Background: an optimization exercise with open tools, aiming at small area, a short achievable clock period and few clock cycles per item. Do not read the settings as production practice.
Where RTL was checked, it was by simulation tests only, not by an equivalence proof against the original.

==> inputs of ember <==
Design gz_core, start of the top module:
module gz_core (
  input  wire        clk,
  input  wire        rst,
  input  wire [17:0] cfg_coef,
  input  wire [17:0] cfg_sin,
  input  wire [7:0]  cfg_nm1,
  input  wire        in_valid,
  output wire        in_ready,
  input  wire [15:0] in_data,
  output wire        out_valid,
  input  wire        out_ready,
  output wire [31:0] out_re,
  output wire [31:0] out_im,
  output wire [31:0] out_mag,
  output wire [15:0] out_ph
);
==> module gz_add, before the edit <==
module gz_add #(parameter W = 36) (
  input  wire [W-1:0] a,
  input  wire [W-1:0] b,
  input  wire         ci,
  output wire [W-1:0] s
);
  localparam L = (W > 32) ? 6 : (W > 16) ? 5 : (W > 8) ? 4 : 3;    
  wire [W-1:0] p = a ^ b;
  wire [W-1:0] g0 = a & b;
  wire [W:0] gg [0:2*L];
  wire [W:0] pp [0:2*L];
  assign gg[0] = {g0, ci};
  assign pp[0] = {p, 1'b0};
  genvar lv, i;
  generate
    for (lv = 0; lv < L; lv = lv + 1) begin : up
      for (i = 0; i <= W; i = i + 1) begin : n
        if (((i + 1) % (2 << lv)) == 0) begin : c
          assign gg[lv+1][i] = gg[lv][i] | (pp[lv][i] & gg[lv][i - (1 << lv)]);
          assign pp[lv+1][i] = pp[lv][i] & pp[lv][i - (1 << lv)];
        end else begin : k
          assign gg[lv+1][i] = gg[lv][i];
          assign pp[lv+1][i] = pp[lv][i];
        end
      end
    end
    for (lv = L - 2; lv >= 0; lv = lv - 1) begin : dn
      for (i = 0; i <= W; i = i + 1) begin : n
        if (((i + 1) % (2 << lv)) == (1 << lv) && i >= (2 << lv)) begin : c
          assign gg[2*L-1-lv][i] = gg[2*L-2-lv][i] | (pp[2*L-2-lv][i] & gg[2*L-2-lv][i - (1 << lv)]);
          assign pp[2*L-1-lv][i] = pp[2*L-2-lv][i] & pp[2*L-2-lv][i - (1 << lv)];
        end else begin : k
          assign gg[2*L-1-lv][i] = gg[2*L-2-lv][i];
          assign pp[2*L-1-lv][i] = pp[2*L-2-lv][i];
        end
      end
    end
  endgenerate
  wire [W:0] cy = gg[2*L-1];
  assign s = p ^ cy[W-1:0];
endmodule
==> module gz_post, before the edit <==
module gz_post (
  input  wire        clk,
  input  wire        rst,
  input  wire        re_v,
  input  wire        im_v,
  input  wire [31:0] res_re,
  input  wire [31:0] res_im,
  output wire        post_free,
  output wire        out_valid,
  input  wire        out_ready,
  output wire [31:0] out_re,
  output wire [31:0] out_im,
  output wire [31:0] out_mag,
  output wire [15:0] out_ph
);
  localparam S_IDLE = 2'd0, S_SQ = 2'd1, S_RT = 2'd2, S_DONE = 2'd3;
  reg  [1:0]  st;
  reg  [4:0]  k;
  reg  [31:0] re;
  reg  [31:0] im;
  reg  [64:0] s;       
  reg  [33:0] x;       
  reg  [33:0] y;       
  reg  [15:0] z;
  assign post_free = (st == S_IDLE);
  wire [32:0] re_e = {re, 1'b0};
  wire [32:0] im_e = {im, 1'b0};
  wire [2:0]  dre  = re_e >> {k[3:0], 1'b0};
  wire [2:0]  dim  = im_e >> {k[3:0], 1'b0};
  function [34:0] bpp;
    input [2:0]  dg;
    input [31:0] v;
    reg one, two;
    reg [34:0] m;
    begin
      one = dg[1] ^ dg[0];
      two = (dg[2] & ~dg[1] & ~dg[0]) | (~dg[2] & dg[1] & dg[0]);
      m   = ({35{one}} & {{3{v[31]}}, v}) | ({35{two}} & {{2{v[31]}}, v, 1'b0});
      bpp = m ^ {35{dg[2]}};
    end
  endfunction
  wire [34:0] h    = (k == 5'd0) ? 35'd0 : {{2{s[64]}}, s[64:32]};
  wire [34:0] pa   = bpp(dre, re);
  wire [34:0] pb   = bpp(dim, im);
  wire [34:0] cs_s = h ^ pa ^ pb;
  wire [34:0] cs_c = (h & pa) | (h & pb) | (pa & pb);
  wire [34:0] ssum;
  gz_add #(35) u_sadd (.a(cs_s), .b({cs_c[33:0], dre[2]}), .ci(dim[2]), .s(ssum));
  wire        nm = im[31];
  wire [33:0] cx, cy;
  wire [15:0] cz;
  wire [15:0] z0 = (k == 5'd0) ? {nm, 15'd0} : z;
  gz_cordic u_cordic (
    .x(x), .y(y), .z(z0), .i(k[3:0]), .nm(nm),
    .xn(cx), .yn(cy), .zn(cz)
  );
  wire zero = (re == 32'd0) && (im == 32'd0);
  wire [32:0] rn;
  wire        rb;
  gz_isqrt u_sqrt (
    .rem(y[32:0]), .rbits(s[63:62]), .r(x[31:0]), .rem_n(rn), .bit_n(rb)
  );
  always @(posedge clk) begin
    if (rst) begin
      st <= S_IDLE;
    end else begin
      case (st)
        S_IDLE: if (im_v) begin st <= S_SQ; k <= 5'd0; end
        S_SQ:   begin
          k <= k + 5'd1;
          if (k == 5'd15) begin st <= S_RT; k <= 5'd0; end
        end
        S_RT:   begin k <= k + 5'd1; if (k == 5'd31) st <= S_DONE; end
        S_DONE: if (out_ready) st <= S_IDLE;
      endcase
    end
  end
  always @(posedge clk) begin
    if (re_v) re <= res_re;
    if (im_v) im <= res_im;
    if (st == S_SQ) s <= {ssum, s[31:2]};
    else            s <= {s[62:0], 2'b00};
    if (re_v)                            y <= {{2{res_re[31]}}, res_re};
    else if (st == S_SQ && k != 5'd15)   y <= cy;
    else if (st == S_SQ)                 y <= 34'd0;
    else if (!im_v)                      y <= {1'b0, rn};
    if (im_v)                            x <= {{2{res_im[31]}}, res_im};
    else if (st == S_SQ && k != 5'd15)   x <= cx;
    else if (st == S_SQ)                 x <= 34'd0;
    else if (st == S_RT)                 x <= {x[32:0], rb};
    if (st == S_SQ) begin
      if (k != 5'd15)  z <= cz;
      else if (zero)   z <= 16'd0;
    end
  end
  assign out_valid = (st == S_DONE);
  assign out_re    = re;
  assign out_im    = im;
  assign out_mag   = x[31:0];
  assign out_ph    = z;
endmodule
Settings: LEC_CHECK=0, CAP_MARGIN=20, CORE_MARGIN=2, CORE_UTILIZATION=40, PLACE_DENSITY=0.6, SLEW_MARGIN=20; clock period 14.0 ns.
standard.sh (not shown) runs the stock make flow with config.mk's settings and CLKGATE_MAP_FILE= SYNTH_SCRIPT=/design/flow/synth_recipe.tcl, a recipe that flattens the netlist after the stock synthesis.
==> flow/flow/run.sh <==
#!/bin/bash
# The standard layout, with the timing repair asked to reach a setup
# slack of SETUP_SLACK_MARGIN ns at the design's clock (the clock, constraints
# and every other setting stay the standard flow's own).
set -euo pipefail
bash standard.sh SETUP_SLACK_MARGIN=7 finish > flow_make.log 2>&1
==> amber: changes against ember <==
--- a/flow/design.v
+++ b/flow/design.v
@@ -17,7 +17,7 @@
   input  wire         ci,
   output wire [W-1:0] s
 );
-  localparam L = (W > 32) ? 6 : (W > 16) ? 5 : (W > 8) ? 4 : 3;    
+  localparam L = $clog2(W);
   wire [W-1:0] p = a ^ b;
   wire [W-1:0] g0 = a & b;
   wire [W:0] gg [0:2*L];
ABC_AREA = 1   (was unset)
==> onyx: changes against ember <==
--- a/flow/design.v
+++ b/flow/design.v
@@ -980,8 +980,10 @@
   wire [33:0] cx, cy;
   wire [15:0] cz;
   wire [15:0] z0 = (k == 5'd0) ? {nm, 15'd0} : z;
+  wire [33:0] xi = (k == 5'd0) ? {{2{im[31]}}, im} : x;
+  wire [33:0] yi = (k == 5'd0) ? {{2{re[31]}}, re} : y;
   gz_cordic u_cordic (
-    .x(x), .y(y), .z(z0), .i(k[3:0]), .nm(nm),
+    .x(xi), .y(yi), .z(z0), .i(k[3:0]), .nm(nm),
     .xn(cx), .yn(cy), .zn(cz)
   );
   wire zero = (re == 32'd0) && (im == 32'd0);
@@ -1010,12 +1012,10 @@
     if (im_v) im <= res_im;
     if (st == S_SQ) s <= {ssum, s[31:2]};
     else            s <= {s[62:0], 2'b00};
-    if (re_v)                            y <= {{2{res_re[31]}}, res_re};
-    else if (st == S_SQ && k != 5'd15)   y <= cy;
+    if (st == S_SQ && k != 5'd15)        y <= cy;
     else if (st == S_SQ)                 y <= 34'd0;
-    else if (!im_v)                      y <= {1'b0, rn};
-    if (im_v)                            x <= {{2{res_im[31]}}, res_im};
-    else if (st == S_SQ && k != 5'd15)   x <= cx;
+    else                                 y <= {1'b0, rn};
+    if (st == S_SQ && k != 5'd15)        x <= cx;
     else if (st == S_SQ)                 x <= 34'd0;
     else if (st == S_RT)                 x <= {x[32:0], rb};
     if (st == S_SQ) begin
ABC_AREA = 1   (was unset)
==> juniper: changes against ember <==
--- a/flow/design.v
+++ b/flow/design.v
@@ -980,8 +980,10 @@
   wire [33:0] cx, cy;
   wire [15:0] cz;
   wire [15:0] z0 = (k == 5'd0) ? {nm, 15'd0} : z;
+  wire [33:0] xi = (k == 5'd0) ? {{2{im[31]}}, im} : x;
+  wire [33:0] yi = (k == 5'd0) ? {{2{re[31]}}, re} : y;
   gz_cordic u_cordic (
-    .x(x), .y(y), .z(z0), .i(k[3:0]), .nm(nm),
+    .x(xi), .y(yi), .z(z0), .i(k[3:0]), .nm(nm),
     .xn(cx), .yn(cy), .zn(cz)
   );
   wire zero = (re == 32'd0) && (im == 32'd0);
@@ -1010,12 +1012,10 @@
     if (im_v) im <= res_im;
     if (st == S_SQ) s <= {ssum, s[31:2]};
     else            s <= {s[62:0], 2'b00};
-    if (re_v)                            y <= {{2{res_re[31]}}, res_re};
-    else if (st == S_SQ && k != 5'd15)   y <= cy;
+    if (st == S_SQ && k != 5'd15)        y <= cy;
     else if (st == S_SQ)                 y <= 34'd0;
-    else if (!im_v)                      y <= {1'b0, rn};
-    if (im_v)                            x <= {{2{res_im[31]}}, res_im};
-    else if (st == S_SQ && k != 5'd15)   x <= cx;
+    else                                 y <= {1'b0, rn};
+    if (st == S_SQ && k != 5'd15)        x <= cx;
     else if (st == S_SQ)                 x <= 34'd0;
     else if (st == S_RT)                 x <= {x[32:0], rb};
     if (st == S_SQ) begin
ABC_AREA = 1   (was unset)
CORE_UTILIZATION = 55   (was 40)
PLACE_DENSITY = 0.7   (was 0.6)
==> summary of the runs <==
Wire length: amber > onyx > juniper > ember.
Of juniper and amber, amber has the higher final cell count (gap about 10%, measured against amber).
In onyx the critical path depth is higher than in juniper, by 2.
Between onyx and juniper, the lower die area is in juniper (gap 37%, measured against juniper).
In synthesized cell count, juniper and onyx do not differ.
The highest sequential share of layout area belongs to juniper, the lowest to ember.
Testbench counts of ember, summed over its fixed seeds: cycles 12,870, items 96.
Only the layout flow was run in amber, onyx and juniper; the RTL was not checked for function there.

## re-timing with driven ports
How much do the figures lean on ideal ports? The routed layouts below were timed once more, with nothing changed but the port constraints.
Step 1, drivers: a clkbuf_16 drives clk and a buf_2 each remaining input, both assumed.
Step 2 adds t to the input delays and takes it off the output delays; t is the mean of the earliest and latest rising clock arrival at the registers after step 1. Input paths then give back, and output paths get back, about the clock's delay inside the block.
a / b / c = no drivers / after step 1 / after step 2; a / b = the first two.
run	t, ns	setup slack, ns	hold WS [ns]	clock arrival spread, ns	worst slew at a driven data input, ns
ember	0.717	7.057 / 7.057 / 6.699	0.422 / 0.422 / 0.422	0.107 / 0.106	0.15
amber	0.721	7.142 / 7.142 / 7.142	0.424 / 0.424 / 0.424	0.034 / 0.034	0.05
onyx	0.700	7.043 / 7.043 / 7.043	0.422 / 0.422 / 0.422	0.037 / 0.037	0.04
juniper	0.683	7.109 / 7.109 / 7.109	0.427 / 0.427 / 0.427	0.044 / 0.044	0.05
After both steps every run listed still meets setup and hold. For ember, which loses most, drivers alone change the setup slack by 0.000 ns; drivers and shift together by -0.358 ns.
